Context: an optimization exercise on an open-source flow, tuned for small area. The choices shown serve that exercise and are no tape-out recipe.
In this exercise RTL edits were held to simulation tests only and were not proved equivalent to the original.
Power and IR drop assume default switching activity.

--- flow/constraint.sdc ---
create_clock -name core_clock -period 6.0 [get_ports {clk}]
set_input_delay 1.2000 -clock core_clock [delete_from_list [all_inputs] [get_ports {clk}]]
set_output_delay 1.2000 -clock core_clock [all_outputs]
set_load 0.01 [all_outputs]
--- flow/config.mk ---
export PLATFORM = sky130hd
export DESIGN_NAME = thumbdv_pe
export DESIGN_NICKNAME = thumbdv_pe
export VERILOG_FILES = /design/flow/design.v
export SDC_FILE = /design/flow/constraint.sdc
export NUM_CORES = 4
export LEC_CHECK = 0
export CAP_MARGIN = 20
export CORE_MARGIN = 2
export CORE_UTILIZATION = 40
export SLEW_MARGIN = 20
--- flow/design.v ---
module pe_cmd_rom (
    input  wire [2:0]  step,
    input  wire [4:0]  idx,
    output wire [7:0]  data,
    output wire        last,
    output wire [4:0]  len
);
    assign data[0] = (!idx[4] & !idx[3] & !idx[2] & !idx[0]) |
        (!step[0] & idx[2] & !idx[1] & !idx[0]) |
        (step[2] & idx[3] & idx[2] & !idx[1]) |
        (!idx[3] & idx[2] & idx[1] & idx[0]) |
        (!step[2] & !idx[3] & idx[2] & idx[0]) |
        (step[2] & idx[2] & !idx[1] & !idx[0]) |
        (step[2] & step[1] & !idx[3] & idx[1] & idx[0]) |
        (step[2] & step[0] & !idx[3] & idx[1] & idx[0]) |
        (!step[2] & idx[3] & !idx[2] & !idx[1] & !idx[0]);
    assign data[1] = (step[2] & !idx[2] & idx[1] & !idx[0]) |
        (!step[2] & !step[1] & !step[0] & idx[2]) |
        (step[1] & step[0] & !idx[3] & idx[2] & !idx[1] & !idx[0]) |
        (idx[3] & !idx[2] & !idx[1] & !idx[0]) |
        (step[2] & idx[3] & !idx[2] & idx[1]) |
        (step[2] & idx[3] & !idx[1] & !idx[0]) |
        (step[2] & step[1] & !idx[3] & idx[1] & !idx[0]) |
        (step[2] & step[0] & !idx[3] & idx[1] & !idx[0]) |
        (!step[2] & !idx[3] & idx[2] & idx[1] & idx[0]);
    assign data[2] = (step[1] & step[0] & !idx[3] & !idx[2] & idx[1] & !idx[0]) |
        (step[2] & !step[1] & !step[0] & idx[2] & !idx[1] & !idx[0]) |
        (!idx[3] & idx[2] & idx[1] & idx[0]) |
        (step[2] & idx[3] & !idx[2] & idx[1] & !idx[0]) |
        (step[2] & idx[3] & idx[2] & !idx[1] & !idx[0]) |
        (step[1] & !step[0] & !idx[3] & idx[2] & idx[1]) |
        (!step[1] & step[0] & !idx[3] & idx[2] & idx[1]);
    assign data[3] = (step[2] & step[1] & !idx[3] & idx[1] & !idx[0]) |
        (step[2] & step[0] & !idx[3] & idx[1] & !idx[0]) |
        (step[1] & step[0] & !idx[3] & !idx[2] & idx[1] & !idx[0]) |
        (step[1] & step[0] & !idx[3] & idx[2] & !idx[1] & !idx[0]) |
        (idx[4]) |
        (step[2] & idx[3] & !idx[2] & idx[0]) |
        (step[2] & idx[3] & idx[2] & !idx[0]) |
        (step[2] & idx[2] & idx[1] & idx[0]) |
        (step[1] & !step[0] & !idx[3] & idx[2] & idx[0]) |
        (!step[1] & step[0] & !idx[3] & idx[2] & idx[0]);
    assign data[4] = (!step[1] & !step[0] & idx[2] & !idx[1] & !idx[0]) |
        (!step[2] & !step[1] & idx[2]) |
        (!step[2] & !step[0] & idx[2]) |
        (step[0] & !idx[3] & idx[2] & idx[1] & !idx[0]) |
        (step[1] & !idx[3] & idx[2] & idx[1] & !idx[0]) |
        (step[2] & idx[3] & !idx[1] & !idx[0]) |
        (step[2] & idx[3] & idx[1] & idx[0]);
    assign data[5] = (!idx[4] & !idx[2] & !idx[1] & !idx[0]) |
        (step[2] & idx[3] & !idx[0]) |
        (!step[2] & !step[1] & idx[2]) |
        (step[2] & idx[3] & idx[2]) |
        (!step[2] & !step[0] & idx[2]) |
        (!step[2] & !idx[3] & idx[2] & idx[1] & !idx[0]);
    assign data[6] = (!idx[3] & !idx[2] & !idx[1] & !idx[0]) |
        (!step[2] & idx[3] & !idx[2] & !idx[1]) |
        (step[2] & idx[3] & idx[2] & idx[0]) |
        (step[2] & idx[3] & idx[2] & idx[1]) |
        (step[1] & !step[0] & idx[2] & !idx[1] & idx[0]) |
        (!step[1] & step[0] & idx[2] & !idx[1] & idx[0]);
    assign data[7] = (step[2] & step[1] & idx[2] & idx[1]) |
        (step[2] & step[0] & idx[2] & idx[1]) |
        (step[2] & idx[3] & !idx[2] & !idx[1] & idx[0]);
    assign last = (idx[4]) |
        (!step[2] & !step[1] & idx[2]) |
        (!step[2] & !step[0] & idx[2]) |
        (!step[1] & !step[0] & idx[2] & idx[1]) |
        (step[2] & idx[3] & idx[2] & idx[1]);
    assign len  = (step <  3'd3) ? 5'd5  :
                  (step == 3'd3) ? 5'd17 :
                  (step == 3'd4) ? 5'd7  : 5'd15;
endmodule
module pe_tpl_rom (
    input  wire [2:0]  step,
    input  wire        idx_lt4,    
    input  wire [1:0]  idx,        
    input  wire [7:0]  data,
    output wire        mis,
    output wire        long_enough
);
    wire s0 = (step == 3'd0);
    wire [7:0] t = s0             ? ((idx == 2'd1) ? 8'h01 : (idx == 2'd3) ? 8'h39 : 8'h00) :
                   (step == 3'd3) ? ((idx == 2'd1) ? 8'h0A : 8'h00) :
                   (step == 3'd4) ? ((idx == 2'd1) ? 8'h15 : 8'h00) :
                                    ((idx == 2'd0) ? 8'h02 : (idx == 2'd2) ? 8'hA0 : 8'h00);
    wire in_tpl = idx_lt4 && (s0 || idx != 2'd3);
    assign mis = in_tpl && (data != t);
    assign long_enough = !idx_lt4 || (s0 ? (idx == 2'd3) : idx[1]);
endmodule
module thumbdv_pe (
    input  wire        clk,
    input  wire        rst,           
    output wire        tx_valid,
    output wire [7:0]  tx_data,
    output wire [16:0] tx_count,
    input  wire        tx_ready,
    input  wire        tx_fault,
    output wire        rx_ready,
    input  wire        rx_valid,
    input  wire [7:0]  rx_data,
    input  wire        rx_short,
    input  wire        rx_fault,
    output wire [16:0] rd_count,
    output wire [16:0] rd_got,
    output wire [2:0]  sstate,
    output wire [2:0]  step,
    output wire        failed,
    output wire [2:0]  fail_step,
    output wire [2:0]  fail_cause,
    output reg         id_valid,
    output wire        id_sel,
    output reg  [7:0]  id_data,
    output wire        id_done,
    output wire        progress
);
    localparam [2:0] C_IO       = 3'd1;
    localparam [2:0] C_SHORT    = 3'd2;
    localparam [2:0] C_MARKER   = 3'd3;
    localparam [2:0] C_CONTENT  = 3'd4;
    localparam [2:0] C_LENGTH   = 3'd5;
    localparam [7:0]  MARKER    = 8'h61;
    localparam [16:0] STREAM_N  = 17'd323;    
    reg        rx_q;       
    reg        pay_q;      
    reg [2:0]  step_q;
    reg [2:0]  cause_q;    
    reg [15:0] got_q;      
    reg [16:0] cnt_q;      
    reg        mis_q;      
    reg        fin_q;      
    wire halted = |cause_q;
    wire ph_mark  = rx_q && !pay_q && cnt_q[0];
    wire ph_lenlo = rx_q && !pay_q && !cnt_q[0] && got_q[0];
    wire [7:0] cmd_byte;
    wire [4:0] cmd_len;
    wire       cmd_last;
    pe_cmd_rom u_cmd_rom (.step(step_q), .idx(got_q[4:0]), .data(cmd_byte), .last(cmd_last), .len(cmd_len));
    wire idx_lt4 = (got_q[15:2] == 14'd0);
    wire byte_mis, long_enough;
    pe_tpl_rom u_tpl_rom (.step(step_q), .idx_lt4(idx_lt4), .idx(got_q[1:0]), .data(rx_data),
                          .mis(byte_mis), .long_enough(long_enough));
    assign tx_valid   = !rx_q && !halted;
    assign tx_data    = cmd_byte;
    assign tx_count   = {12'd0, cmd_len};
    assign rx_ready   = rx_q;
    assign rd_count   = cnt_q;
    assign rd_got     = {1'b0, got_q};
    assign step       = step_q;
    assign failed     = halted;
    assign fail_cause = cause_q;
    assign fail_step  = halted ? step_q : 3'd0;
    assign sstate     = halted       ? 3'd4 :
                        step_q == 3'd0 ? 3'd0 :
                        step_q <  3'd4 ? 3'd1 :
                        step_q <  3'd6 ? 3'd2 : 3'd3;
    assign id_done    = fin_q && (step_q == 3'd2 || step_q == 3'd3);
    assign progress   = fin_q && (step_q == 3'd6);
    assign id_sel     = fin_q ? step_q[0] : step_q[1];
    wire        step_en = rx_q ? rx_valid : tx_ready;
    wire [16:0] inc = (ph_lenlo ? {1'b0, id_data, rx_data} : {1'b0, got_q}) + {16'd0, step_en};
    wire tx_acc   = tx_valid && !tx_fault && tx_ready;
    wire tx_last  = cmd_last;
    wire rx_acc   = rx_q && !rx_fault && !rx_short && rx_valid;
    wire pay_last = (inc == cnt_q);
    wire mis_all  = mis_q || byte_mis;
    wire id_step  = (step_q == 3'd1) || (step_q == 3'd2);
    wire pay_end  = rx_acc && pay_q && pay_last;
    reg       fr_ok;
    reg [2:0] fr_cause;
    always @* begin
        fr_ok = 1'b0;
        fr_cause = C_CONTENT;
        if (id_step) begin
            fr_ok = 1'b1;
        end else if (step_q == 3'd6) begin
            if (cnt_q != STREAM_N) fr_cause = C_LENGTH;
            else fr_ok = !mis_all;
        end else begin
            fr_ok = !mis_all && long_enough;
        end
    end
    reg [2:0] fail_now;
    always @* begin
        fail_now = 3'd0;
        if (tx_valid && tx_fault) fail_now = C_IO;
        else if (rx_q && rx_fault) fail_now = C_IO;
        else if (rx_q && rx_short) fail_now = C_SHORT;
        else if (rx_acc && ph_mark && rx_data != MARKER) fail_now = C_MARKER;
        else if (pay_end && !fr_ok) fail_now = fr_cause;
    end
    wire frame_ok = pay_end && fr_ok;
    always @(posedge clk) begin
        if (rst) begin
            rx_q     <= 1'b0;
            step_q   <= 3'd0;
            cause_q  <= 3'd0;
            got_q    <= 16'd0;
            fin_q    <= 1'b0;
            id_valid <= 1'b0;
        end else begin
            fin_q    <= frame_ok;
            id_valid <= rx_acc && pay_q && id_step && (!idx_lt4 || got_q[1]);
            if (fail_now != 3'd0) begin
                cause_q <= fail_now;
                rx_q    <= 1'b0;
            end else if (tx_acc && tx_last) begin
                rx_q <= 1'b1;
                if (step_q == 3'd5) step_q <= 3'd6;
            end else if (frame_ok) begin
                rx_q <= 1'b0;
                if (step_q != 3'd6) step_q <= step_q + 3'd1;
            end
            if (ph_lenlo)
                got_q <= {15'd0, !rx_valid};
            else if (step_en && ((!rx_q && tx_last) || ph_mark || (rx_q && pay_q && pay_last)))
                got_q <= 16'd0;
            else
                got_q <= inc[15:0];
        end
        pay_q <= rx_q && (pay_q || (ph_lenlo && rx_valid));
        mis_q <= pay_q && (mis_q || (rx_valid && byte_mis));
        if (!rx_q)
            cnt_q <= 17'd1;
        else if (ph_mark && rx_valid)
            cnt_q <= 17'd2;
        else if (ph_lenlo && rx_valid)
            cnt_q <= inc;
        if (rx_valid)
            id_data <= rx_data;
    end
endmodule
--- flow/run.sh ---
#!/bin/bash
# synth_recipe.tcl (not shown) runs the flow's synth.tcl, then flattens the netlist and writes it again
# the make line also repeats each setting of config.mk as NAME=value (left out here)
make -C /OpenROAD-flow-scripts/flow DESIGN_CONFIG=/design/flow/config.mk WORK_HOME=/design/flow/orfs CLKGATE_MAP_FILE= SYNTH_SCRIPT=/design/flow/synth_recipe.tcl finish
==> summary.md, run 1 <==
The routed length per instance works out to 20.9 um. The complex-gate fraction of the synthesized area works out to 0.207. The fraction of the mapped netlist area in adder cells is 0.0197. The number of resized instances in the post-cts repair step came out at 0. The signal on the critical path passes through clkdlybuf4s50_1 -> nand2_1 -> nand2_1 -> ha_1 -> ha_1 -> nand2_1 -> nor4_2 -> a21oi_1 -> or3b_1 -> a21o_1 -> a211oi_1 -> and4b_1 -> buf_4 -> nor4bb_1.

The startpoint kind of the worst setup timing path is a primary input. The cell class contributing the biggest share of worst-path delay is simple AND/OR/NAND/NOR gates. Terminus of the critical flop-to-flop path: got_q[14]$_SDFF_PP0_.

The logs give 52 for the number of sinks handled by clock tree synthesis and 96.6 uV for the maximum vdd drop. The basic-gate share of the synthesized area counting and, or, nand and nor cells came out at 0.322. Along the worst hold path, the cell count comes to 2. The root buffer selected by CTS is sky130_fd_sc_hd__clkbuf_8. The overall fraction of global-route tracks in use came out at 0.276.

Count of final setup violators: 0. The type of the worst setup path was primary input to register. The count of hold-fix buffers inserted at cts is 0, and the post-route DRC violation count is 0. Detailed placement finished with a half-perimeter wire length of 12.4 mm. The tools report the clock group share of total power as 0.298. For this design the static power due to leakage is 1.76 nW. The combinational group share of total power is 0.181, and the number of buffers and inverters on the critical path is 2. The worst hold margin was 507 ps; the H-tree depth was 2. The number of enable flip-flop cells after synthesis was 8; the design internal power was 505 uW. For the count of final hold-check violations, the log shows 0. The design draws 727 uW. STA puts the critical path data required time at 6180 ps. The most common cell type on the critical path was sky130_fd_sc_hd__nand2_1.

The first global-routing pass estimated 24.7 mm of wire. The switching share of power came out at 0.305. The tools report the total of max-cap violations as 0. The depth of the most critical reg-to-reg path is 13. Setup repair after global routing left no endpoint under its margin. The xor-xnor portion of the synthesized cell area is 0.0764. The die boundary height works out to 109 um.

In this run the register-to-register setup slack is 1540 ps. The tools report the placeable core region as 10,800 sq um. The startpoint of the worst register-to-register path is rx_q$_SDFFE_PP0N_. STA classifies the critical path endpoint as a register. The die width came out at 109 um. For the number of antenna-violating nets in the routed design, the log shows 0. For the number of vias after detailed routing, the log shows 4,745.

The areal power density over the cells is 135 nW/um^2, and the area added between synthesis and finish is 20.8%. The sequential cell area was 1120 sq um; the number of port buffers was 86. The portion of the post-synthesis area used by sequential elements came out at 0.253. Once placement finished, the instance area stood at 5270 sq um. The global-route congestion overflow total came out at 0. The via count of the first global-routing pass is 4,181.

Summing all multi-input logic gate instances after layout gives 3020 sq um. Among all flip-flop cells after synthesis, the most frequent one is sky130_fd_sc_hd__dfxtp_1. Initial cell density of the core: 0.410. Entering global routing, the biggest net connects 37 pins. The number of max-slew violations in the final report was 0; the clock edge transition at the registers on the reported setup and hold paths was 100 ps. In this run the count of I/O pins placed on the die edge is 101. The startpoint of the tightest hold check path was cause_q[1]$_SDFFE_PP0P_.

The run gives 16.3 ps as the maximum clock skew at final layout. The proportion of power drawn by flip-flops and latches is 0.521, and the aggregate negative setup slack is 0 ps. The final estimated routing congestion in global placement came out at 0.914.

The floorplan step defined a die boundary enclosing 12,000 sq um. The via count normalized by instance count was 6.08; the final clock period utilization by the worst path was 0.847. The number of storage elements in the synthesis netlist is 52, and the antenna cell count is 0. The run finished with no timing, DRC or antenna violations. By area, the combinational part of the netlist is dominated by simple AND/OR/NAND/NOR gates. The upper clock frequency limit came out at 0.197 GHz.

For this run, the detailed router's first-pass iteration total came to 5. The slew of the pin with the lowest slew margin was 1010 ps; the final period demand of the worst path was 5080 ps. For this design, the slowest cell found on the critical path is sky130_fd_sc_hd__clkdlybuf4s50_1.

For the worst setup path, the data arrival time is 5260 ps. For the initial detailed-routing violation count, the log shows 361. The total number of yosys warnings is 1, and the cell count after synthesis is 585.

The maximum root-to-sink buffer count is 2, and the layout net count is 661. After detailed routing, the total wire length is 16.3 mm. The finished cells cover 5360 sq um. Synthesis instantiated 80 different standard cells from the library. The proportion of synthesized flip-flops having asynchronous set or reset came out at 0. TritonCTS built the clock tree.

The largest single stage delay on the critical path is 540 ps. The relative slew slack is 0.324, and the mean cell area of the mapped netlist is 7.59 sq um. The initialized floorplan defines 38 standard-cell rows. The share of layout cells above drive strength 1 is 0.0531, and the power dissipated by switching net loads is 222 uW. Along the worst path, the maximum fanout reaches 9.

The synthesized netlist occupies a cell area of 4440 sq um. Clock tree synthesis inserted a total of 5 buffers. Worst hold path class: register to register. The path with the worst hold slack has its endpoint at cause_q[1]$_SDFFE_PP0P_. Clock latency of the later-clocked register in the worst-skew pair: 320 ps. The number of buffers inserted by post-CTS setup repair is 0, and the initial antenna violation count is 0. The mux contribution to synthesized area came out at 0.0397.

The layout has 1,105 filler cells.
[cells in the mapped netlist (4+ instances only)]
| cell | count | share of area |
|---|---|---|
| sky130_fd_sc_hd__nor4_1 | 19 | 0.027 |
| sky130_fd_sc_hd__a31oi_1 | 13 | 0.018 |
| sky130_fd_sc_hd__nor3_1 | 34 | 0.038 |
| sky130_fd_sc_hd__inv_1 | 13 | 0.011 |
| sky130_fd_sc_hd__clkbuf_1 | 23 | 0.019 |
| sky130_fd_sc_hd__o211ai_1 | 4 | 0.0068 |
| sky130_fd_sc_hd__nor2b_1 | 11 | 0.016 |
| sky130_fd_sc_hd__buf_2 | 10 | 0.011 |
| sky130_fd_sc_hd__buf_4 | 17 | 0.029 |
| sky130_fd_sc_hd__a211oi_1 | 11 | 0.019 |
| sky130_fd_sc_hd__a21oi_1 | 25 | 0.028 |
| sky130_fd_sc_hd__nor2_1 | 56 | 0.047 |
| sky130_fd_sc_hd__nand2b_1 | 6 | 0.0085 |
| sky130_fd_sc_hd__and2_1 | 10 | 0.014 |
| sky130_fd_sc_hd__nand4_1 | 10 | 0.014 |
| sky130_fd_sc_hd__nand3_1 | 21 | 0.024 |
| sky130_fd_sc_hd__xor2_1 | 16 | 0.032 |
| sky130_fd_sc_hd__edfxtp_1 | 8 | 0.054 |
| sky130_fd_sc_hd__and3_1 | 5 | 0.0070 |
| sky130_fd_sc_hd__o31ai_1 | 6 | 0.010 |
| sky130_fd_sc_hd__mux2i_1 | 12 | 0.027 |
| sky130_fd_sc_hd__dfxtp_1 | 44 | 0.20 |
| sky130_fd_sc_hd__ha_1 | 7 | 0.020 |
| sky130_fd_sc_hd__o32ai_1 | 5 | 0.0099 |
| sky130_fd_sc_hd__o2111ai_1 | 4 | 0.0079 |
| sky130_fd_sc_hd__o21ai_0 | 23 | 0.026 |
| sky130_fd_sc_hd__a311oi_1 | 4 | 0.0079 |
| sky130_fd_sc_hd__xnor2_1 | 20 | 0.039 |
| sky130_fd_sc_hd__or3_1 | 4 | 0.0056 |
| sky130_fd_sc_hd__nand2_1 | 59 | 0.050 |
| sky130_fd_sc_hd__a21o_1 | 4 | 0.0068 |
[layer usage]
| metal | GRT usage | wire, um | vias up |
|---|---|---|---|
| met1 | 0.423 | 7670 | 2259 |
| met3 | 0.0308 | 1310 | 14 |
| met4 | 0.0615 | 176 | 0 |
| met2 | 0.411 | 7180 | 245 |
| met5 | 0 | 0 | - |
| li1 | - | - | 2227 |
[power by group through the flow]
stage,sequential (mW),clock (mW),combinational (mW)
final,0.379,0.216,0.132
after global routing,0.381,0.231,0.143
after CTS,0.378,0.222,0.131
after detailed placement,0.386,0,0.130
after global placement,0.386,0,0.130
after floorplan,0.379,0,0.0833
[cell type report]
| class | instances | share of cell area |
|---|---|---|
| clock buffers | 5 | 0.0128 |
| multi-input cells | 474 | 0.563 |
| clock inverters | 3 | 0.00397 |
| inverters | 15 | 0.0105 |
| flip-flops and latches | 52 | 0.209 |
| well taps | 140 | 0.0327 |
| repair buffers | 91 | 0.167 |
[sequential cells by signal, summed over array words and instances (netlist names)]
register,count
cnt_q,17
fin_q,1
step_q,3
rx_q,1
id_valid,1
id_data,8
mis_q,1
cause_q,3
got_q,16
pay_q,1
[cell families (layout without fill, tap and decap cells)]
logic type,count (synthesis),in the layout
and+or+nand+nor,268,268
AOI/OAI and AO/OA,131,131
buffers and inverters,71,114
DFF,52,52
xor gates and xnor gates,37,37
muxes,17,17
adders and majority gates,7,7
other,2,14
[worst max-delay path by stage]
| stage | from | endpoint | slack [ps] | cells after the start |
|---|---|---|---|---|
| after floorplan | rx_valid | step_q[2]$_SDFFE_PP0P_ | 1570 | 15 |
| after global placement | rx_valid | got_q[11]$_SDFF_PP0_ | 730 | 14 |
| after detailed placement | rx_valid | got_q[10]$_SDFF_PP0_ | 620 | 14 |
| after CTS | rx_valid | got_q[10]$_SDFF_PP0_ | 960 | 14 |
| after global routing | rx_valid | got_q[10]$_SDFF_PP0_ | 630 | 14 |
| final | rx_valid | got_q[14]$_SDFF_PP0_ | 920 | 14 |
[per-stage QoR]
stage | cells | util | setup slack, ps
2_1_floorplan | 597 | - | 1570
3_3_place_gp | 772 | 0.486 | 731
3_5_place_dp | 772 | 0.486 | 620
4_1_cts | 780 | 0.495 | 960
5_1_grt | 780 | 0.495 | 626
6_report | 780 | 0.495 | 920
[layout by cell type (no fill, tap or decap), types with 6 or more instances in the layout]
master,Yosys,final
sky130_fd_sc_hd__xnor2_1,20,20
sky130_fd_sc_hd__nand2b_1,6,6
sky130_fd_sc_hd__nor2_1,56,55
sky130_fd_sc_hd__a21oi_1,25,25
sky130_fd_sc_hd__and2_1,10,10
sky130_fd_sc_hd__xor2_1,16,16
sky130_fd_sc_hd__mux2i_1,12,12
sky130_fd_sc_hd__inv_1,13,13
sky130_fd_sc_hd__ha_1,7,7
sky130_fd_sc_hd__edfxtp_1,8,8
sky130_fd_sc_hd__a31oi_1,13,13
sky130_fd_sc_hd__dfxtp_1,44,43
sky130_fd_sc_hd__o31ai_1,6,6
sky130_fd_sc_hd__conb_1,2,14
sky130_fd_sc_hd__nor2b_1,11,11
sky130_fd_sc_hd__nor3_1,34,34
sky130_fd_sc_hd__a211oi_1,11,11
sky130_fd_sc_hd__nand2_1,59,59
sky130_fd_sc_hd__clkdlybuf4s50_1,0,86
sky130_fd_sc_hd__nand3_1,21,21
sky130_fd_sc_hd__nor4_1,19,19
sky130_fd_sc_hd__nand4_1,10,10
sky130_fd_sc_hd__o21ai_0,23,23
[worst reg2reg max path, stage by stage (launching register included)]
cell and delay [ps]:
sky130_fd_sc_hd__dfxtp_1 750, sky130_fd_sc_hd__nand2_1 130, sky130_fd_sc_hd__nand2_1 130, sky130_fd_sc_hd__ha_1 280, sky130_fd_sc_hd__ha_1 450, sky130_fd_sc_hd__nand2_1 250
sky130_fd_sc_hd__nor4_2 490, sky130_fd_sc_hd__a21oi_1 120, sky130_fd_sc_hd__or3b_1 400, sky130_fd_sc_hd__a21o_1 190, sky130_fd_sc_hd__a211oi_1 350, sky130_fd_sc_hd__and4b_1 460
sky130_fd_sc_hd__buf_4 240, sky130_fd_sc_hd__nor4bb_1 70
==> inputs of run 2 (changes only) <==
--- a/flow/config.mk
+++ b/flow/config.mk
@@ -7,5 +7,8 @@
 export LEC_CHECK = 0
 export CAP_MARGIN = 20
 export CORE_MARGIN = 2
-export CORE_UTILIZATION = 40
+export CORE_UTILIZATION = 60
+export CTS_BUF_LIST = sky130_fd_sc_hd__clkbuf_4 sky130_fd_sc_hd__clkbuf_8
+export CTS_CLUSTER_DIAMETER = 60
+export CTS_CLUSTER_SIZE = 30
 export SLEW_MARGIN = 20
==> summary.md, run 2 <==
In this design, the critical path's most frequently occurring cell is sky130_fd_sc_hd__ha_1. The cell total after placement was 733 (-5.1%); the power dissipated by switching net loads was 222 uW (+0.18%). The startpoint of the tightest hold check path is mis_q$_DFF_P_. Ranked by flip-flop count, first place goes to cnt_q.

The logic depth of the worst path, buffers included is 13 (-1). The tools report the top-level I/O count as 101 (unchanged). The post-route DRC violation count came out at 0 (unchanged). The clock latency of the later-clocked register in the worst-skew pair was 320 ps (about the same). The worst setup path is launched from a primary input. The run gives 0 (unchanged) as the initial antenna violation count.

The maximum vdd drop came out at 112 uV (+16%). Number of resized instances in the post-cts repair step: 0 (unchanged). The mean cell area of the mapped netlist was 7.59 sq um (unchanged); the number of vias after detailed routing was 4,908 (+3.4%). The internal reg-to-reg setup slack is 1130 ps (-410 ps), and the wire length reported by the detailed router is 14.8 mm (-9.2%). The proportion of synthesized flip-flops having asynchronous set or reset is 0 (unchanged), and the detailed placer's ending HPWL is 11.1 mm (-11%). The flip-flop count of the largest register, all copies and words added is 17 (unchanged).

The critical path goes through clkdlybuf4s50_1 -> o21a_1 -> ha_1 -> ha_1 -> nand2_1 -> nor4_2 -> a21boi_0 -> nand3b_1 -> a21o_1 -> a211oi_1 -> and4b_1 -> buf_4 -> nor3_1. For the CTS buffer count, the log shows 5 (unchanged). The clock edge transition at the registers on the reported setup and hold paths was 100 ps (about the same). For this design, the slowest cell found on the critical path is sky130_fd_sc_hd__and4b_1. TritonCTS built the clock tree. The run gives 37 (unchanged) as the pin count of the biggest net entering global routing. Setup repair after global routing left no endpoint under its margin. The switching share of power is 0.289 (-0.0157). The count of final setup violators came out at 0 (unchanged). The slew of the pin with the lowest slew margin was 1090 ps (+82.9 ps); the highest cell delay on the worst timing path was 610 ps (+70 ps). The number of enable flip-flop cells after synthesis was 8 (unchanged). The share of layout cells above drive strength 1 is 0.0545 (+0.00139). The tools report the H-tree depth as 2 (unchanged). Most common cell in the synthesized netlist: sky130_fd_sc_hd__nand2_1. For the number of iterations in the first detailed-routing pass, the log shows 8 (+3). The termination of the worst setup path was got_q[2]$_SDFF_PP0_.

The total number of yosys warnings is 1 (unchanged). The area growth from synthesis to layout is 20.4%. The run gives 0.333 (+0.035) as the clock group share of total power.

The tools report the via count of the first global-routing pass as 4,388 (+5.0%). The cell leakage power is 1.78 nW (+0.96%), and the via count normalized by instance count is 6.62 (+8.9%). The endpoint identified for the worst register-to-register timing path is got_q[2]$_SDFF_PP0_. The global-route wire length before repair is 23.7 mm (-4.2%).

The tools report the layout net count as 663 (+0.30%). For the count of distinct cell types in the synthesized netlist, the log shows 80 (unchanged). The number of port buffers was 86 (unchanged). Required time of the worst setup path: 6170 ps (about the same).

The maximum root-to-sink buffer count is 2 (unchanged). The share of the core filled with cells in the final layout is 0.741 (+0.246), and the count of final hold-check violations is 0 (unchanged). For the global-route congestion overflow total, the log shows 0 (unchanged). The largest total area in the synthesized netlist belongs to sky130_fd_sc_hd__dfxtp_1. Maximum clock skew at final layout: 20.5 ps (+4.18 ps).

The total die area is 8100 sq um (-32%). The tools report the number of max-slew violations in the final report as 0 (unchanged). After synthesis, the most frequently instantiated cells are sky130_fd_sc_hd__nand2_1 (59), sky130_fd_sc_hd__nor2_1 (56), sky130_fd_sc_hd__dfxtp_1 (44), sky130_fd_sc_hd__nor3_1 (34), sky130_fd_sc_hd__a21oi_1 (25).

Startpoint of the worst register-to-register path: cnt_q[0]$_SDFFE_PN1P_. In this design, the largest share of critical-path delay is due to simple AND/OR/NAND/NOR gates. The die width was 90.0 um (-18%); the standard cell area after detailed placement was 5230 sq um (-0.74%). The design internal power was 545 uW (+8.0%); the number of sinks handled by clock tree synthesis was 52 (unchanged). The final period demand of the worst path was 5210 ps (+126 ps). The cell count after synthesis is 585 (unchanged), and the depth of the most critical reg-to-reg path is 14 (+1).

The tools report the root buffer selected by CTS as sky130_fd_sc_hd__clkbuf_8. The run gives 0 (unchanged) as the antenna cell count. Overall fraction of global-route tracks in use: 0.360 (+0.0848).

The tools report the initial detailed-routing violation count as 707 (+96%). The aggregate negative setup slack is 0 ps (unchanged), and the share of the synthesized area in the top cell type is 0.198 (unchanged). The post-route standard cell area excluding fillers is 5350 sq um (-0.35%), and the combinational group share of total power is 0.182 (about the same).

The count of hold-fix buffers inserted at cts is 0 (unchanged), and the cell area after synthesis is 4440 sq um (unchanged). The number of antenna-violating nets in the routed design was 0 (unchanged). Primary flip-flop cell chosen by synthesis mapping: sky130_fd_sc_hd__dfxtp_1. The final clock period utilization by the worst path was 0.868 (+0.0210). The worst setup path is of the primary input to register kind. By area the synthesized netlist is led by sky130_fd_sc_hd__dfxtp_1 (20%), sky130_fd_sc_hd__edfxtp_1 (5.4%), sky130_fd_sc_hd__nand2_1 (5.0%).

In the layout the commonest cells are sky130_fd_sc_hd__clkdlybuf4s50_1 (86), sky130_fd_sc_hd__nand2_1 (59), sky130_fd_sc_hd__nor2_1 (56), sky130_fd_sc_hd__dfxtp_1 (44), sky130_fd_sc_hd__nor3_1 (34). The flow ran to the end and the layout has no timing, DRC or antenna violations. The most critical setup path has its startpoint at rx_data[0]. The worst setup path is captured at a register.

The largest registers in the layout are cnt_q x17, got_q x16, id_data x8. The upper clock frequency limit was 0.192 GHz (-2.4%). The initial cell density of the core is 0.615 (+0.206), and the proportion of power drawn by flip-flops and latches is 0.484 (-0.037). The run gives 0 (unchanged) as the total of max-cap violations.

The routed length per instance was 20.0 um (-4.4%); the die boundary height was 90.0 um (-18%). For the number of cells in the finished layout apart from fillers, the log shows 741 (-5.0%). The final estimated routing congestion in global placement came out at 1.01 (+10%).

For the relative slew slack, the log shows 0.263 (-0.0611). The highest fanout seen on the critical path came out at 13 (+4). The tightest min-delay check is of the register to register type.

The areal power density over the cells is 144 nW/um^2 (+6.0%), and the number of storage elements in the synthesis netlist is 52 (unchanged). The number of buffers inserted by post-CTS setup repair is 0 (unchanged), and the worst endpoint data arrival time is 5380 ps (+120 ps). The number of buffers and inverters on the critical path was 2 (unchanged). Placeable core region: 7210 sq um (-33%). Row count: 31 (-18%). The library cell used most frequently in the layout, excluding fill and tap cells, is sky130_fd_sc_hd__clkdlybuf4s50_1. The fill cell instance count of the final layout was 593 (-46%). Portion of the post-synthesis area used by sequential elements: 0.253 (unchanged).
==> run 2: cell counts after synthesis <==
No cell type changed its count.
==> run 2: tightest hold or removal path: stages, from the launching register on <==
cell and delay (ps):
sky130_fd_sc_hd__dfxtp_1 340, sky130_fd_sc_hd__a31oi_1 40, sky130_fd_sc_hd__nor2b_1 90
==> run 2: worst min-delay path by stage <==
stage	end	slack, ps	cells after the start
6_report	mis_q$_DFF_P_	510	2
2_1_floorplan	mis_q$_DFF_P_	460	2
4_1_cts	mis_q$_DFF_P_	510	2
5_1_grt	cnt_q[10]$_SDFFE_PP0P_	550	2
3_3_place_gp	mis_q$_DFF_P_	470	2
3_5_place_dp	mis_q$_DFF_P_	490	2
==> run 2: logic make-up after synthesis <==
| family | count (synthesis) | synth area share |
|---|---|---|
| fa+ha+maj | 7 | 0.0197 |
| flops | 52 | 0.253 |
| xor+xnor | 37 | 0.0764 |
| other cells | 2 | 0.00169 |
| simple gates | 268 | 0.322 |
| compound gates | 131 | 0.207 |
| buf+inv | 71 | 0.0809 |
| mux | 17 | 0.0397 |
==> run 2: area by class of cell <==
cell class	instances	area, sq um	share of cell area
clock buffer	5	68.8	0.0129
clock inverter	3	42.5	0.00796
inverter	15	56.3	0.0105
multi-input combinational	474	3020	0.565
sequential	52	1120	0.210
tap	99	124	0.0232
timing repair buffer	93	913	0.171
==> run 2: routing by layer <==
metal | routed length (um) | GRT usage | part of all wire | up-vias
li1 | - | - | - | 2246
met1 | 6310 | 0.538 | 0.43 | 2272
met2 | 6410 | 0.535 | 0.43 | 359
met3 | 1850 | 0.0696 | 0.12 | 31
met4 | 262 | 0.0859 | 0.018 | 0
met5 | 0 | 0 | 0 | -
==> run 2: power by group through the flow <==
| stage | registers, mW | logic, mW | clock network (mW) |
|---|---|---|---|
| 6_report | 0.372 | 0.140 | 0.256 |
| 5_1_grt | 0.373 | 0.149 | 0.266 |
| 4_1_cts | 0.371 | 0.136 | 0.252 |
| 3_5_place_dp | 0.379 | 0.135 | 0 |
| 3_3_place_gp | 0.379 | 0.134 | 0 |
| 2_1_floorplan | 0.379 | 0.0833 | 0 |
==> run 2: metrics by stage <==
stage	hold WS (ps)	total power, mW	setup WS (ps)
floorplan	460	0.463	1570
global placement	474	0.512	796
detailed placement	485	0.514	644
CTS	514	0.759	942
global route	546	0.788	477
finish	510	0.767	794
==> inputs of run 3 (changes only) <==
==> flow/flow/run.sh (new file) <==
#!/bin/bash
# Own layout flow: the standard ORFS flow (standard.sh) with these changes:
#  - synthesis: ABC maps the logic with an area-oriented script (flow/area.abc), and adders are
#    left to ABC (no full/half-adder cells, no Kogge-Stone carry map); the registers are made by
#    the same Yosys passes as the standard synthesis, so their names and cells are unchanged;
#  - the input and output ports are buffered with sky130_fd_sc_hd__buf_1.
# The make output goes to flow.log here; ORFS's per-step logs are under orfs/logs/.
set -euo pipefail
W=$(pwd)
F=$W/flow
{ echo "source $F/abc_area.tcl"; cat "$W/synth_recipe.tcl"; } > "$W/area_synth.tcl"
sed "s#SYNTH_SCRIPT=[^ ]*#SYNTH_SCRIPT=$W/area_synth.tcl#" "$W/standard.sh" > "$W/area_standard.sh"
export MY_ABC_SCRIPT=$F/area.abc
bash "$W/area_standard.sh" ADDER_MAP_FILE= SYNTH_OPERATIONS_ARGS=-nofsm \
  "BUFFER_PORTS_ARGS=-buffer_cell sky130_fd_sc_hd__buf_1" finish > "$W/flow.log" 2>&1
==> flow/flow/abc_area.tcl (new file) <==
# Loaded before the standard flow's synthesis script: ORFS's technology-mapping call to ABC runs with the
# area-oriented script in $::env(MY_ABC_SCRIPT) instead of ORFS's delay-oriented one. Nothing
# else in synthesis changes (the registers come from the same Yosys passes as before).
proc abc {args} {
  set out {}
  for {set i 0} {$i < [llength $args]} {incr i} {
    set a [lindex $args $i]
    if {$a eq "-script"} { incr i; continue }
    lappend out $a
  }
  set out [linsert $out 0 -script $::env(MY_ABC_SCRIPT)]
  puts "abc (area script): $out"
  yosys abc {*}$out
}
==> flow/flow/area.abc (new file) <==
strash
dch -f
amap
==> flow/standard.sh (new file) <==
#!/bin/bash
# synth_recipe.tcl (not shown) runs the flow's synth.tcl, then flattens the netlist and writes it again
# the make line also repeats each setting of config.mk as NAME=value (left out here)
make -C /OpenROAD-flow-scripts/flow DESIGN_CONFIG=/design/flow/config.mk WORK_HOME=/design/flow/orfs CLKGATE_MAP_FILE= SYNTH_SCRIPT=/design/flow/synth_recipe.tcl "${@:-finish}"
==> flow/config.mk (replaced) <==
export PLATFORM = sky130hd
export DESIGN_NAME = thumbdv_pe
export DESIGN_NICKNAME = thumbdv_pe
export VERILOG_FILES = /design/flow/design.v
export SDC_FILE = /design/flow/constraint.sdc
export NUM_CORES = 4
export LEC_CHECK = 0
export CAP_MARGIN = 20
export CORE_MARGIN = 2
export CORE_UTILIZATION = 40
export SLEW_MARGIN = 20
removed: flow/run.sh
==> summary.md, run 3 <==
In the final layout, the registers with the most flip-flops are cnt_q x17, got_q x16, id_data x8. The global routing usage on met2 is 0.375 (-0.160). Leaving out fill and tap cells, the most frequent cells in the layout are sky130_fd_sc_hd__nor2_1 (86), sky130_fd_sc_hd__buf_1 (86), sky130_fd_sc_hd__clkinv_1 (43), sky130_fd_sc_hd__dfxtp_1 (43), sky130_fd_sc_hd__a21oi_1 (36). The tools report the wire length reported by the detailed router as 9.90 mm (-33%). The run finished with no timing, DRC or antenna violations.

The run gives 0.499 (-0.242) as the share of the core filled with cells in the final layout. The number of buffers and inverters on the critical path is 8 (+6). The areal power density over the cells came out at 185 nW/um^2 (+29%). For the design internal power, the log shows 490 uW (-10%). The final estimated routing congestion in global placement is 0.908 (-9.8%). The slowest stage of the critical path is the sky130_fd_sc_hd__a2111oi_1 cell. The run gives 0 (unchanged) as the initial antenna violation count. The final period demand of the worst path came out at 5350 ps (+144 ps). Mean cell area of the mapped netlist: 7.28 sq um (-4.1%). The relative slew slack was 0.433 (+0.169). The number of max-slew violations in the final report came out at 0 (unchanged). The CTS buffer count was 5 (unchanged); the initial detailed-routing violation count was 202 (-71%). The total of max-cap violations was 0 (unchanged). Highest fanout seen on the critical path: 4 (-9).

The cell area after synthesis came out at 2970 sq um (-33%). The tools report the top-level I/O count as 101 (unchanged). Die width: 90.2 um (+0.18%). The biggest area contributor in the post-synthesis netlist is sky130_fd_sc_hd__dfxtp_1.

The run gives 0 (unchanged) as the count of final hold-check violations. The startpoint of the tightest hold check path was cause_q[0]$_SDFFE_PP0P_. The run gives 0 (unchanged) as the global-route congestion overflow total. Number of storage elements in the synthesis netlist: 52 (unchanged). The maximum root-to-sink buffer count is 2 (unchanged), and the fill cell instance count of the final layout is 756 (+27%). The number of antenna-violating nets in the routed design was 0 (unchanged). The count of hold-fix buffers inserted at cts was 0 (unchanged); the worst endpoint data arrival time was 5540 ps (+160 ps). The total die area was 8130 sq um (+0.36%).

Among all flip-flop cells after synthesis, the most frequent one is sky130_fd_sc_hd__dfxtp_1. The final clock period utilization by the worst path came out at 0.892 (+0.0240). The number of iterations in the first detailed-routing pass is 5 (-3). The post-route DRC violation count is 0 (unchanged). The worst hold path class was register to register. The worst hold margin came out at 482 ps (-28.5 ps). The tools report the count of final setup violators as 0 (unchanged). TritonCTS built the clock tree. STA classifies the critical path endpoint as a register. The antenna cell count came out at 0 (unchanged). Sorting the synthesized cells by how often they occur yields sky130_fd_sc_hd__nor2_1 (90), sky130_fd_sc_hd__clkinv_1 (44), sky130_fd_sc_hd__dfxtp_1 (44), sky130_fd_sc_hd__a21oi_1 (37).

The maximum vdd drop came out at 85.4 uV (-24%). The tools report the root buffer selected by CTS as sky130_fd_sc_hd__clkbuf_8. The highest cell delay on the worst timing path was 320 ps (-290 ps); the upper clock frequency limit was 0.187 GHz (-2.7%). Most flop-heavy register: cnt_q.

The tools report the clock latency of the later-clocked register in the worst-skew pair as 310 ps (about the same). The critical path starts at rx_valid. The power dissipated by switching net loads is 176 uW (-21%).

Share of layout cells above drive strength 1: 0.0626 (+0.00811). The type of the worst setup path is primary input to register. The cell count after synthesis is 408 (-30%), and the number of sinks handled by clock tree synthesis is 52 (unchanged).

For the total number of yosys warnings, the log shows 1 (unchanged). The run gives 0.240 (-0.120) as the overall fraction of global-route tracks in use. The number of vias after detailed routing was 3,427 (-30%).

For the initial cell density of the core, the log shows 0.412 (-0.204). The share of the synthesized area in the top cell type is 0.297 (+0.0981), and the count of distinct cell types in the synthesized netlist is 39 (-51%). Most common cell in the synthesized netlist: sky130_fd_sc_hd__nor2_1.

The number of port buffers is 86 (unchanged), and the slew of the pin with the lowest slew margin is 848 ps (-247 ps). The cell that appears most often on the critical path is sky130_fd_sc_hd__clkinv_1. The switching share of power was 0.264 (-0.0252).

The startpoint of the worst register-to-register path is rx_q$_SDFFE_PP0N_. The clock group share of total power was 0.336 (+0.003); the proportion of synthesized flip-flops having asynchronous set or reset was 0 (unchanged). The via count normalized by instance count was 5.62 (-15%); the portion of the post-synthesis area used by sequential elements was 0.377 (+0.125). The global-route wire length before repair came out at 15.9 mm (-33%). The required time of the worst setup path is 6190 ps (+20 ps), and the met1 track utilization from global routing is 0.333 (-0.205). The tools report the proportion of power drawn by flip-flops and latches as 0.552 (+0.068). The die boundary height was 90.2 um (+0.18%); the sequential cell area was 1120 sq um (+0.11%). H-tree depth: 2 (unchanged). The tools report the combinational group share of total power as 0.111 (-0.071). The aggregate negative setup slack is 0 ps (unchanged), and the layout net count is 525 (-21%). The area of the multi-input gates was 1660 sq um (-45%); the clock edge transition at the registers on the reported setup and hold paths was 100 ps (about the same). The row count is 31 (unchanged), and the routed length per instance is 16.2 um (-19%). The number of enable flip-flop cells after synthesis came out at 8 (unchanged). After global routing, the most crowded layer is met2. The worst setup path is launched from a primary input.

Cell class contributing the biggest share of worst-path delay: simple AND/OR/NAND/NOR gates. The run gives 13.9 ps (-6.64 ps) as the maximum clock skew at final layout. The flip-flop count of the largest register, all copies and words added is 17 (unchanged), and the pin count of the biggest net entering global routing is 27 (-27%). Relative to the synthesized area, the layout overhead comes to 21.3%. Yosys attributes the largest share of cell area to sky130_fd_sc_hd__dfxtp_1 (30%), sky130_fd_sc_hd__nor2_1 (11%), sky130_fd_sc_hd__edfxtp_1 (8.1%). The routing usage on met3 came out at 0.0394 (-0.0302). Setup repair after global routing left no endpoint under its margin. The placeable core region was 7210 sq um (unchanged); the via count of the first global-routing pass was 3,122 (-29%). The detailed placer's ending HPWL was 7.73 mm (-30%); the cell leakage power was 1.20 nW (-33%).
run 3: cell count changes in the layout (fill, tap and decap cells not counted), sizes merged, moves of 16 or more:
cell / change
nor2: +34
buf: +92
xnor2: -20
clkdlybuf4s50: -86
xor2: -16
nand2: -32
nor3: -17
clkinv: +42
run 3: routing by layer:
metal	vias up	share of wire
met2	134	0.46
met1	1606	0.46
met5	-	0
met3	16	0.054
met4	0	0.023
li1	1671	-
run 3: power groups by stage:
stage	Clock, mW	Combinational, mW	Sequential, mW
5_1_grt	0.242	0.0814	0.369
6_report	0.224	0.0742	0.368
4_1_cts	0.229	0.0719	0.368
3_5_place_dp	0	0.0719	0.375
2_1_floorplan	0	0.0452	0.376
3_3_place_gp	0	0.0716	0.376
run 3: area by class of cell:
type	instances	share of cell area
Multi-Input combinational cell	308	0.462
Sequential cell	52	0.312
Timing Repair Buffer	99	0.117
Inverter	44	0.0469
Tap cell	99	0.0344
Clock buffer	7	0.0271
Clock inverter	1	0.00139
run 3: path summary, 6_finish.rpt:
path                                                end  slack (ps)  depth (start not counted)
worst max-delay path            cause_q[2]$_SDFFE_PP0P_         650                         33
worst min-delay path            cause_q[0]$_SDFFE_PP0P_         480                          2
worst max register to register  cause_q[2]$_SDFFE_PP0P_         870                         32
worst min register to register  cause_q[0]$_SDFFE_PP0P_         480                          2
run 3: worst reg2reg max path: cells and delay by family (launching register included):
family | cells | cell delay (ps)
and+or+nand+nor | 17 | 2370
buffers and inverters | 8 | 1030
AOI/OAI and AO/OA | 7 | 1270
DFF | 1 | 340
run 3: stage by stage:
stage | std cells | total power, mW | area, sq um | setup slack [ps]
finish | 610 | 0.666 | 3600 | 650
floorplan | 420 | 0.422 | 3030 | 309
CTS | 608 | 0.668 | 3550 | 375
global route | 610 | 0.692 | 3600 | 1.78
global placement | 600 | 0.447 | 3440 | 178
detailed placement | 600 | 0.447 | 3440 | 47.9
run 3: kinds of logic after synthesis:
logic type | count (synthesis) | share of synthesized area
compound gates | 127 | 0.282
flops | 52 | 0.377
buf+inv | 60 | 0.0948
simple gates | 167 | 0.243
other cells | 2 | 0.00253
run 3: what timing repair did:
action,CTS,global route
buffers inserted,0,2
endpoints found under the setup margin,0,14
gates resized for setup,0,14
==> inputs of run 4 (changes only) <==
--- a/flow/design.v
+++ b/flow/design.v
@@ -126,12 +126,14 @@
     reg [2:0]  step_q;
     reg [2:0]  cause_q;    
     reg [15:0] got_q;      
-    reg [16:0] cnt_q;      
+    reg [15:0] len_q;      
+    reg        lenph_q;    
     reg        mis_q;      
     reg        fin_q;      
     wire halted = |cause_q;
-    wire ph_mark  = rx_q && !pay_q && cnt_q[0];
-    wire ph_lenlo = rx_q && !pay_q && !cnt_q[0] && got_q[0];
+    wire ph_mark  = rx_q && !pay_q && !lenph_q;
+    wire ph_lenhi = rx_q && !pay_q && lenph_q && !got_q[0];
+    wire ph_lenlo = rx_q && !pay_q && lenph_q && got_q[0];
     wire [7:0] cmd_byte;
     wire [4:0] cmd_len;
     wire       cmd_last;
@@ -144,7 +146,8 @@
     assign tx_data    = cmd_byte;
     assign tx_count   = {12'd0, cmd_len};
     assign rx_ready   = rx_q;
-    assign rd_count   = cnt_q;
+    wire [16:0] len_p1 = {1'b0, len_q} + 17'd1;
+    assign rd_count   = pay_q ? len_p1 : {15'd0, lenph_q, !lenph_q};
     assign rd_got     = {1'b0, got_q};
     assign step       = step_q;
     assign failed     = halted;
@@ -158,11 +161,11 @@
     assign progress   = fin_q && (step_q == 3'd6);
     assign id_sel     = fin_q ? step_q[0] : step_q[1];
     wire        step_en = rx_q ? rx_valid : tx_ready;
-    wire [16:0] inc = (ph_lenlo ? {1'b0, id_data, rx_data} : {1'b0, got_q}) + {16'd0, step_en};
+    wire [16:0] inc = {1'b0, got_q} + {16'd0, step_en};
     wire tx_acc   = tx_valid && !tx_fault && tx_ready;
     wire tx_last  = cmd_last;
     wire rx_acc   = rx_q && !rx_fault && !rx_short && rx_valid;
-    wire pay_last = (inc == cnt_q);
+    wire pay_last = (got_q == len_q);
     wire mis_all  = mis_q || byte_mis;
     wire id_step  = (step_q == 3'd1) || (step_q == 3'd2);
     wire pay_end  = rx_acc && pay_q && pay_last;
@@ -174,7 +177,7 @@
         if (id_step) begin
             fr_ok = 1'b1;
         end else if (step_q == 3'd6) begin
-            if (cnt_q != STREAM_N) fr_cause = C_LENGTH;
+            if (len_q != STREAM_N[15:0] - 16'd1) fr_cause = C_LENGTH;
             else fr_ok = !mis_all;
         end else begin
             fr_ok = !mis_all && long_enough;
@@ -220,13 +223,11 @@
         end
         pay_q <= rx_q && (pay_q || (ph_lenlo && rx_valid));
         mis_q <= pay_q && (mis_q || (rx_valid && byte_mis));
-        if (!rx_q)
-            cnt_q <= 17'd1;
-        else if (ph_mark && rx_valid)
-            cnt_q <= 17'd2;
-        else if (ph_lenlo && rx_valid)
-            cnt_q <= inc;
-        if (rx_valid)
-            id_data <= rx_data;
+        lenph_q <= rx_q && !pay_q && (lenph_q || (ph_mark && rx_valid));
+        if (ph_lenhi && rx_valid)
+            len_q[15:8] <= rx_data;
+        if (ph_lenlo && rx_valid)
+            len_q[7:0] <= rx_data;
+        id_data <= rx_data;
     end
 endmodule
==> flow/flow/run.sh (replaced) <==
#!/bin/bash
# Own layout flow: the standard ORFS flow (standard.sh) with these changes:
#  - synthesis: ABC maps the logic with an area-oriented script (flow/area.abc), and adders are
#    left to ABC (no full/half-adder cells, no Kogge-Stone carry map); the registers are made by
#    the same Yosys passes as the standard synthesis, so their names and cells are unchanged;
#  - the buffers synthesis leaves on output ports are removed at floorplan (REMOVE_ABC_BUFFERS);
#  - the input and output ports are buffered with sky130_fd_sc_hd__buf_1.
# The make output goes to flow.log here; ORFS's per-step logs are under orfs/logs/.
set -euo pipefail
W=$(pwd)
F=$W/flow
{ echo "source $F/abc_area.tcl"; cat "$W/synth_recipe.tcl"; } > "$W/area_synth.tcl"
sed "s#SYNTH_SCRIPT=[^ ]*#SYNTH_SCRIPT=$W/area_synth.tcl#" "$W/standard.sh" > "$W/area_standard.sh"
export MY_ABC_SCRIPT=$F/area.abc
bash "$W/area_standard.sh" ADDER_MAP_FILE= REMOVE_ABC_BUFFERS=1 SYNTH_OPERATIONS_ARGS=-nofsm \
  "BUFFER_PORTS_ARGS=-buffer_cell sky130_fd_sc_hd__buf_1" finish > "$W/flow.log" 2>&1
==> flow/flow/area.abc (replaced) <==
strash
dch -f
amap
strash
dch -f
amap
--- a/flow/config.mk
+++ b/flow/config.mk
@@ -8,4 +8,5 @@
 export CAP_MARGIN = 20
 export CORE_MARGIN = 2
 export CORE_UTILIZATION = 40
+export GPL_TIMING_DRIVEN = 0
 export SLEW_MARGIN = 20
==> summary.md, run 4 <==
The run finished with no timing, DRC or antenna violations. The number of buffers and inverters on the critical path came out at 3 (-5). The clock latency of the later-clocked register in the worst-skew pair is 320 ps (about the same).

Slowest cell on the critical path: sky130_fd_sc_hd__edfxtp_1. The tools report the relative slew slack as 0.541 (+0.108). The final period demand of the worst path is 4710 ps (-640 ps), and the number of port buffers is 86 (unchanged). The tools report the final estimated routing congestion in global placement as 0.962 (+5.9%). Highest fanout seen on the critical path: 5 (+1). The cell family contributing the most delay on the critical path is simple AND/OR/NAND/NOR gates. The worst hold path class is register to register. The number of storage elements in the synthesis netlist was 52 (unchanged). Upper clock frequency limit: 0.212 GHz (+14%). For the row count, the log shows 31 (unchanged). The count of distinct cell types in the synthesized netlist was 37 (-5.1%). Worst endpoint data arrival time: 3510 ps (-2030 ps). By area the synthesized netlist is led by sky130_fd_sc_hd__dfxtp_1 (25%), sky130_fd_sc_hd__edfxtp_1 (16%), sky130_fd_sc_hd__nor2_1 (11%). The CTS buffer count was 5 (unchanged). Among all flip-flop cells after synthesis, the most frequent one is sky130_fd_sc_hd__dfxtp_1. The run gives 1.09 nW (-9.0%) as the cell leakage power.

The tools report the number of vias after detailed routing as 3,192 (-6.9%). The logs give 8.84 mm (-11%) for the wire length reported by the detailed router and 13.6 mm (-15%) for the global-route wire length before repair. The share of the synthesized area in the top cell type came out at 0.246 (-0.0504).

The tools report the initial detailed-routing violation count as 203 (+0.50%). The via count of the first global-routing pass is 2,621 (-16%). The routed length per instance was 15.1 um (-7.0%); the clock edge transition at the registers on the reported setup and hold paths was 100 ps (about the same).

The mean cell area of the mapped netlist was 7.39 sq um (+1.6%); the number of resized instances in the post-cts repair step was 0 (unchanged). The highest cell delay on the worst timing path came out at 470 ps (+150 ps). The largest registers in the layout are got_q x16, len_q x16, id_data x8. The share of layout cells above drive strength 1 works out to 0.0226 (-0.0400). The pin count of the biggest net entering global routing came out at 19 (-30%).

The logs give 0 (unchanged) for the number of antenna-violating nets in the routed design and 0 (unchanged) for the total of max-cap violations. The total number of yosys warnings came out at 1 (unchanged). Among all cell types in the netlist, the one instantiated most often is sky130_fd_sc_hd__nor2_1.

The cell area after synthesis is 2930 sq um (-1.4%). The commonest non-fill, non-tap cell in the layout is sky130_fd_sc_hd__nor2_1. The initial antenna violation count is 0 (unchanged). TritonCTS built the clock tree. By count the netlist is led by sky130_fd_sc_hd__nor2_1 (89), sky130_fd_sc_hd__clkinv_1 (45), sky130_fd_sc_hd__nand2_1 (44), sky130_fd_sc_hd__dfxtp_1 (36). Setup repair after global routing left no endpoint under its margin. The final clock period utilization by the worst path was 0.785 (-0.107); the number of enable flip-flop cells after synthesis was 16 (+8). The number of iterations in the first detailed-routing pass is 4 (-1). In the layout the commonest cells are sky130_fd_sc_hd__nor2_1 (89), sky130_fd_sc_hd__buf_1 (86), sky130_fd_sc_hd__clkinv_1 (45), sky130_fd_sc_hd__nand2_1 (44), sky130_fd_sc_hd__dfxtp_1 (36). The critical path goes through clkinv_1 -> nor2_1 -> nand2_1 -> nor2_1 -> nand2_1 -> nor2_1 -> nand2_1 -> nor2_1 -> clkinv_1 -> nor2_1 -> nand2_1 -> nor2_1 -> nand2_1 -> nor2_1 -> nand2_1 -> nor2_1 -> nor2_1 -> a211oi_1 -> buf_1. The maximum clock skew at final layout is 13.5 ps (-0.368 ps), and the detailed placer's ending HPWL is 7.05 mm (-8.8%). The top-level I/O count is 101 (unchanged), and the initial cell density of the core is 0.408 (-0.00370). Placeable core region: 7180 sq um (-0.54%). Fill cell instance count of the final layout: 757 (+0.13%).

The tools report the number of max-slew violations in the final report as 0 (unchanged). The dominant cell type by area after synthesis is sky130_fd_sc_hd__dfxtp_1. The logs give 0 (unchanged) for the count of final hold-check violations and 0.410 (+0.0328) for the portion of the post-synthesis area used by sequential elements. Aggregate negative setup slack: 0 ps (unchanged). Root buffer selected by CTS: sky130_fd_sc_hd__clkbuf_8. The count of hold-fix buffers inserted at cts was 0 (unchanged). Counting stages on the worst path, the most repeated cell is sky130_fd_sc_hd__nor2_1. The antenna cell count was 0 (unchanged). The via count normalized by instance count is 5.45 (-3.0%), and the maximum root-to-sink buffer count is 2 (unchanged). Slew of the pin with the lowest slew margin: 685 ps (-163 ps).

The layout net count is 501 (-4.6%), and the die boundary height is 89.6 um (-0.69%). For the maximum vdd drop, the log shows 127 uV (+49%). The overall fraction of global-route tracks in use is 0.219 (-0.0209), and the count of final setup violators is 0 (unchanged).

The proportion of synthesized flip-flops having asynchronous set or reset is 0 (unchanged). STA classifies the critical path endpoint as an output port. The worst setup path is of the register to output port kind. The die width was 89.6 um (-0.69%).

The run gives 52 (unchanged) as the number of sinks handled by clock tree synthesis. Number of buffers inserted by post-CTS setup repair: 0 (unchanged). The share of the core filled with cells in the final layout was 0.476 (-0.0233); the area added between synthesis and finish was 16.7%. The tools report the post-route DRC violation count as 0 (unchanged).

The total die area came out at 8020 sq um (-1.4%). The global-route congestion overflow total was 0 (unchanged); the areal power density over the cells was 187 nW/um^2 (+1.1%). The tools report the startpoint kind of the worst setup timing path as a register. The cell count after synthesis is 396 (-2.9%), and the required time of the worst setup path is 4800 ps (-1390 ps). The worst hold margin is 486 ps (+4.16 ps). The H-tree depth came out at 2 (unchanged).
[run 4: cell count changes after synthesis, moves of 6 or more]
cell	change
sky130_fd_sc_hd__a211oi_1	+13
sky130_fd_sc_hd__a21oi_1	-15
sky130_fd_sc_hd__dfxtp_1	-8
sky130_fd_sc_hd__edfxtp_1	+8
sky130_fd_sc_hd__nand2_1	+17
sky130_fd_sc_hd__o21ai_0	-6
sky130_fd_sc_hd__o221a_1	-6
[run 4: path summary, 6_finish.rpt]
| kind | slack, ps | end | cells after the start | from |
|---|---|---|---|---|
| setup / recovery | 1290 | rd_count[15] | 19 | len_q[0]$_DFFE_PP_ |
| hold / removal | 490 | mis_q$_DFF_P_ | 2 | mis_q$_DFF_P_ |
| setup reg to reg | 2180 | step_q[1]$_SDFFE_PP0P_ | 13 | got_q[0]$_SDFF_PP0_ |
| hold reg to reg | 490 | mis_q$_DFF_P_ | 2 | mis_q$_DFF_P_ |
[run 4: kinds of logic after synthesis]
kind of cell | share of synthesized area
other | 0.00257
and+or+nand+nor | 0.254
buffers and inverters | 0.0974
DFF | 0.410
AOI/OAI and AO/OA | 0.235
[run 4: worst reg2reg max path: stages (launching register included)]
cell and delay [ps]:
sky130_fd_sc_hd__dfxtp_1 590, sky130_fd_sc_hd__clkinv_1 450, sky130_fd_sc_hd__nor2_1 300, sky130_fd_sc_hd__clkinv_1 200, sky130_fd_sc_hd__nor2_1 280, sky130_fd_sc_hd__nor2_1 100, sky130_fd_sc_hd__a2111oi_0 430, sky130_fd_sc_hd__o211ai_1 140
sky130_fd_sc_hd__o21ai_0 290, sky130_fd_sc_hd__a31oi_1 140, sky130_fd_sc_hd__nor2_1 180, sky130_fd_sc_hd__nor2_1 80, sky130_fd_sc_hd__nor3_1 370, sky130_fd_sc_hd__a221oi_1 150
[run 4: cell type report]
type	count	area (sq um)	share of cell area
clock buffers	5	68.8	0.0201
well taps	99	124	0.0363
flip-flops and latches	52	1200	0.352
inverters	45	169	0.0495
repair buffers	87	330	0.0967
multi-input cells	295	1500	0.438
clock inverters	3	26.3	0.00769
[run 4: metal layers]
metal,GRT usage,share of wire,routed length (um),up-vias
met5,0,0,0,-
met4,0.0529,0.0090,80,0
met3,0.0351,0.057,505,8
met2,0.339,0.47,4120,122
met1,0.320,0.47,4140,1475
li1,-,-,-,1587
[run 4: metrics by stage]
step	setup slack, ps	cells	total power, mW	cell area (sq um)
global route	864	586	0.662	3420
finish	1290	586	0.639	3420
floorplan	2120	392	0.411	2860
CTS	1340	586	0.642	3410
global placement	1800	577	0.435	3300
detailed placement	1710	578	0.435	3320
[run 4: power by group]
part | internal [mW] | switching, mW | leakage [nW]
clock | 0.0850 | 0.126 | 0.0423
sequential | 0.366 | 0.00555 | 0.437
combinational | 0.0154 | 0.0407 | 0.608
==> inputs of run 5 (changes only) <==
--- a/flow/config.mk
+++ b/flow/config.mk
@@ -8,5 +8,8 @@
 export CAP_MARGIN = 20
 export CORE_MARGIN = 2
 export CORE_UTILIZATION = 40
+export CTS_BUF_LIST = sky130_fd_sc_hd__clkbuf_4 sky130_fd_sc_hd__clkbuf_8
+export CTS_CLUSTER_DIAMETER = 200
+export CTS_CLUSTER_SIZE = 50
 export GPL_TIMING_DRIVEN = 0
 export SLEW_MARGIN = 20
==> summary.md, run 5 <==
The final clock period utilization by the worst path was 0.785 (unchanged). The number of cells in the finished layout apart from fillers is 586 (unchanged), and the number of buffers inserted by post-CTS setup repair is 0 (unchanged). The CTS buffer count is 5 (unchanged), and the count of final hold-check violations is 0 (unchanged).

The tools report the via count of the first global-routing pass as 2,621 (unchanged). The post-route DRC violation count was 0 (unchanged); the slew of the pin with the lowest slew margin was 685 ps (unchanged). The mean cell area of the mapped netlist came out at 7.39 sq um (unchanged). The number of vias after detailed routing was 3,192 (unchanged). The tools report the initial detailed-routing violation count as 203 (unchanged). The setup path with the least slack is of type register to output port.

Total die area: 8020 sq um (unchanged). The count of distinct cell types in the synthesized netlist was 37 (unchanged). In this design, the largest share of critical-path delay is due to simple AND/OR/NAND/NOR gates. The proportion of synthesized flip-flops having asynchronous set or reset is 0 (unchanged), and the global-route congestion overflow total is 0 (unchanged). For the detailed placer's ending HPWL, the log shows 7.05 mm (unchanged). The hold path depth was 2 (unchanged); the highest fanout seen on the critical path was 5 (unchanged). The post-route standard cell area excluding fillers was 3420 sq um (unchanged). The total number of yosys warnings came out at 1 (unchanged). Walking the worst path, the cells encountered are clkinv_1 -> nor2_1 -> nand2_1 -> nor2_1 -> nand2_1 -> nor2_1 -> nand2_1 -> nor2_1 -> clkinv_1 -> nor2_1 -> nand2_1 -> nor2_1 -> nand2_1 -> nor2_1 -> nand2_1 -> nor2_1 -> nor2_1 -> a211oi_1 -> buf_1. TritonCTS built the clock tree. The tools report the maximum root-to-sink buffer count as 2 (unchanged). The number of sinks handled by clock tree synthesis was 52 (unchanged). By count the netlist is led by sky130_fd_sc_hd__nor2_1 (89), sky130_fd_sc_hd__clkinv_1 (45), sky130_fd_sc_hd__nand2_1 (44), sky130_fd_sc_hd__dfxtp_1 (36). The maximum vdd drop was 127 uV (unchanged); the initial antenna violation count was 0 (unchanged). The share of the synthesized area in the top cell type works out to 0.246 (unchanged).

The number of enable flip-flop cells after synthesis came out at 16 (unchanged). The final estimated routing congestion in global placement was 0.962 (unchanged). The logs give 578 (unchanged) for the cell total after placement and 2930 sq um (unchanged) for the cell area after synthesis. The top-level I/O count is 101 (unchanged).

The largest registers in the layout are got_q x16, len_q x16, id_data x8. The final period demand of the worst path is 4710 ps (unchanged). Slowest cell on the critical path: sky130_fd_sc_hd__edfxtp_1.

The number of port buffers is 86 (unchanged), and the number of buffers and inverters on the critical path is 3 (unchanged). The internal reg-to-reg setup slack was 2180 ps (about the same). The worst endpoint data arrival time is 3510 ps (about the same). The flow ran to the end and the layout has no timing, DRC or antenna violations.

The area added between synthesis and finish works out to 16.7% (unchanged). The die width works out to 89.6 um (unchanged). Primary flip-flop cell chosen by synthesis mapping: sky130_fd_sc_hd__dfxtp_1. The routed length per instance is 15.1 um (unchanged).

The most common cell type on the critical path was sky130_fd_sc_hd__nor2_1. The number of resized instances in the post-cts repair step is 0 (unchanged). The worst setup path is captured at an output port. Layout net count: 501 (unchanged). Most common cell in the synthesized netlist: sky130_fd_sc_hd__nor2_1.

The worst hold margin was 486 ps (unchanged); the via count normalized by instance count was 5.45 (unchanged). The tools report the startpoint kind of the worst setup timing path as a register. The antenna cell count was 0 (unchanged); the wire length reported by the detailed router was 8.84 mm (unchanged). Worst hold path class: register to register. The share of layout cells above drive strength 1 came out at 0.0226 (unchanged). The areal power density over the cells was 187 nW/um^2 (unchanged). The H-tree depth is 2 (unchanged), and the number of max-slew violations in the final report is 0 (unchanged). The cell count after synthesis was 396 (unchanged).

The worst hold path terminates at mis_q$_DFF_P_. The count of final setup violators is 0 (unchanged), and the clock edge transition at the registers on the reported setup and hold paths is 100 ps (about the same). Depth of the most critical reg-to-reg path: 13 (unchanged). The run gives 13.5 ps (unchanged) as the maximum clock skew at final layout. The clock latency of the later-clocked register in the worst-skew pair is 320 ps (about the same). The commonest non-fill, non-tap cell in the layout is sky130_fd_sc_hd__nor2_1. Portion of the post-synthesis area used by sequential elements: 0.410 (unchanged). Setup repair after global routing left no endpoint under its margin. The cell leakage power was 1.09 nW (unchanged); the fill cell instance count of the final layout was 757 (unchanged). The highest cell delay on the worst timing path came out at 470 ps (about the same). The logic depth of the worst path, buffers included is 19 (unchanged), and the standard cell area after detailed placement is 3320 sq um (unchanged). The startpoint of the worst register-to-register path is got_q[0]$_SDFF_PP0_.

The tree is rooted in a sky130_fd_sc_hd__clkbuf_8. The relative slew slack is 0.541 (unchanged), and the global-route wire length before repair is 13.6 mm (unchanged). The row count is 31 (unchanged), and the count of hold-fix buffers inserted at cts is 0 (unchanged). The number of iterations in the first detailed-routing pass is 4 (unchanged), and the initial cell density of the core is 0.408 (unchanged).

Sorting the synthesized cells by area gives the leading types as sky130_fd_sc_hd__dfxtp_1 (25%), sky130_fd_sc_hd__edfxtp_1 (16%), sky130_fd_sc_hd__nor2_1 (11%). The startpoint of the tightest hold check path was mis_q$_DFF_P_. The upper clock frequency limit came out at 0.212 GHz (unchanged). In the layout the commonest cells are sky130_fd_sc_hd__nor2_1 (89), sky130_fd_sc_hd__buf_1 (86), sky130_fd_sc_hd__clkinv_1 (45), sky130_fd_sc_hd__nand2_1 (44), sky130_fd_sc_hd__dfxtp_1 (36). The number of storage elements in the synthesis netlist is 52 (unchanged), and the total of max-cap violations is 0 (unchanged).

The run gives 19 (unchanged) as the pin count of the biggest net entering global routing. Summed over all instances, the cell type with the most area after synthesis is sky130_fd_sc_hd__dfxtp_1. The overall fraction of global-route tracks in use is 0.219 (unchanged). The worst register-to-register path ends at step_q[1]$_SDFFE_PP0P_. The die boundary height works out to 89.6 um (unchanged). The aggregate negative setup slack came out at 0 ps (unchanged).

The number of antenna-violating nets in the routed design was 0 (unchanged); the required time of the worst setup path was 4800 ps (about the same). The share of the core filled with cells in the final layout was 0.476 (unchanged). The tools report the placeable core region as 7180 sq um (unchanged).
==> run 5: cell families (layout without fill, tap and decap cells) <==
logic type	count (synthesis)	in the layout	synth area share
other	2	14	0.00257
and+or+nand+nor	177	177	0.254
DFF	52	52	0.410
AOI/OAI and AO/OA	104	104	0.235
buffers and inverters	61	140	0.0974
==> run 5: metrics by stage <==
| step | worst slack (ps) | power [mW] |
|---|---|---|
| 2_1_floorplan | 2120 | 0.411 |
| 3_3_place_gp | 1800 | 0.435 |
| 3_5_place_dp | 1710 | 0.435 |
| 4_1_cts | 1340 | 0.642 |
| 5_1_grt | 864 | 0.662 |
| 6_report | 1290 | 0.639 |
==> run 5: per-layer routing <==
metal	vias to the layer above	GRT usage	part of all wire
li1	1587	-	-
met1	1475	0.320	0.47
met2	122	0.339	0.47
met3	8	0.0351	0.057
met4	0	0.0529	0.0090
met5	-	0	0
==> run 5: worst max path at each step <==
stage / startpoint / endpoint / slack, ps
detailed placement: len_q[0]$_DFFE_PP_ / rd_count[15] / 1710
global placement: len_q[0]$_DFFE_PP_ / rd_count[15] / 1800
floorplan: len_q[0]$_DFFE_PP_ / rd_count[15] / 2120
CTS: len_q[0]$_DFFE_PP_ / rd_count[15] / 1340
global route: len_q[1]$_DFFE_PP_ / rd_count[15] / 860
finish: len_q[0]$_DFFE_PP_ / rd_count[15] / 1290
==> run 5: power breakdown <==
group	switching [mW]	internal (mW)	leakage [nW]
clock	0.126	0.0850	0.0423
combinational	0.0407	0.0154	0.608
sequential	0.00555	0.366	0.437
total	0.172	0.467	1.09
==> run 5: tightest hold or removal path, delay by kind of cell (launching register included) <==
| kind | cells | cell delay (ps) |
|---|---|---|
| flip-flops | 1 | 340 |
| AND/OR/NAND/NOR | 2 | 120 |
==> run 5: final cells by class <==
type | count | area (sq um) | share of cell area
clock buffers | 5 | 68.8 | 0.0201
clock inverters | 3 | 26.3 | 0.00769
inverters | 45 | 169 | 0.0495
multi-input cells | 295 | 1500 | 0.438
flip-flops and latches | 52 | 1200 | 0.352
well taps | 99 | 124 | 0.0363
repair buffers | 87 | 330 | 0.0967

what the ideal ports hide:
The results above use ideal ports. As a check the final layouts listed here were re-extracted and re-timed, cells and wires unchanged.
Step 1, drivers: a clkbuf_16 drives clk and a buf_2 each remaining input, both assumed.
Step 2, shift: input delay + t, output delay - t, t = (earliest + latest rising clock arrival at the registers) / 2. This alone moves slack from input paths to output paths.
Slacks: ideal ports / drivers / drivers and shift; pairs: ideal ports / drivers.
run | t, ns | slack for setup (ns) | cell pins on the clock port's net
run 1 | 0.348 | 0.920 / 0.929 / 0.581 | 1
run 2 | 0.347 | 0.794 / 0.799 / 0.452 | 1
run 3 | 0.338 | 0.650 / 0.660 / 0.322 | 1
run 4 | 0.340 | 1.289 / 1.259 / 1.599 | 1
run 5 | 0.340 | 1.289 / 1.259 / 1.599 | 1
After both steps setup and hold are still met in every run listed. The setup slack of run 2, which loses most, moves by +0.005 ns with the drivers and by -0.342 ns with both steps.
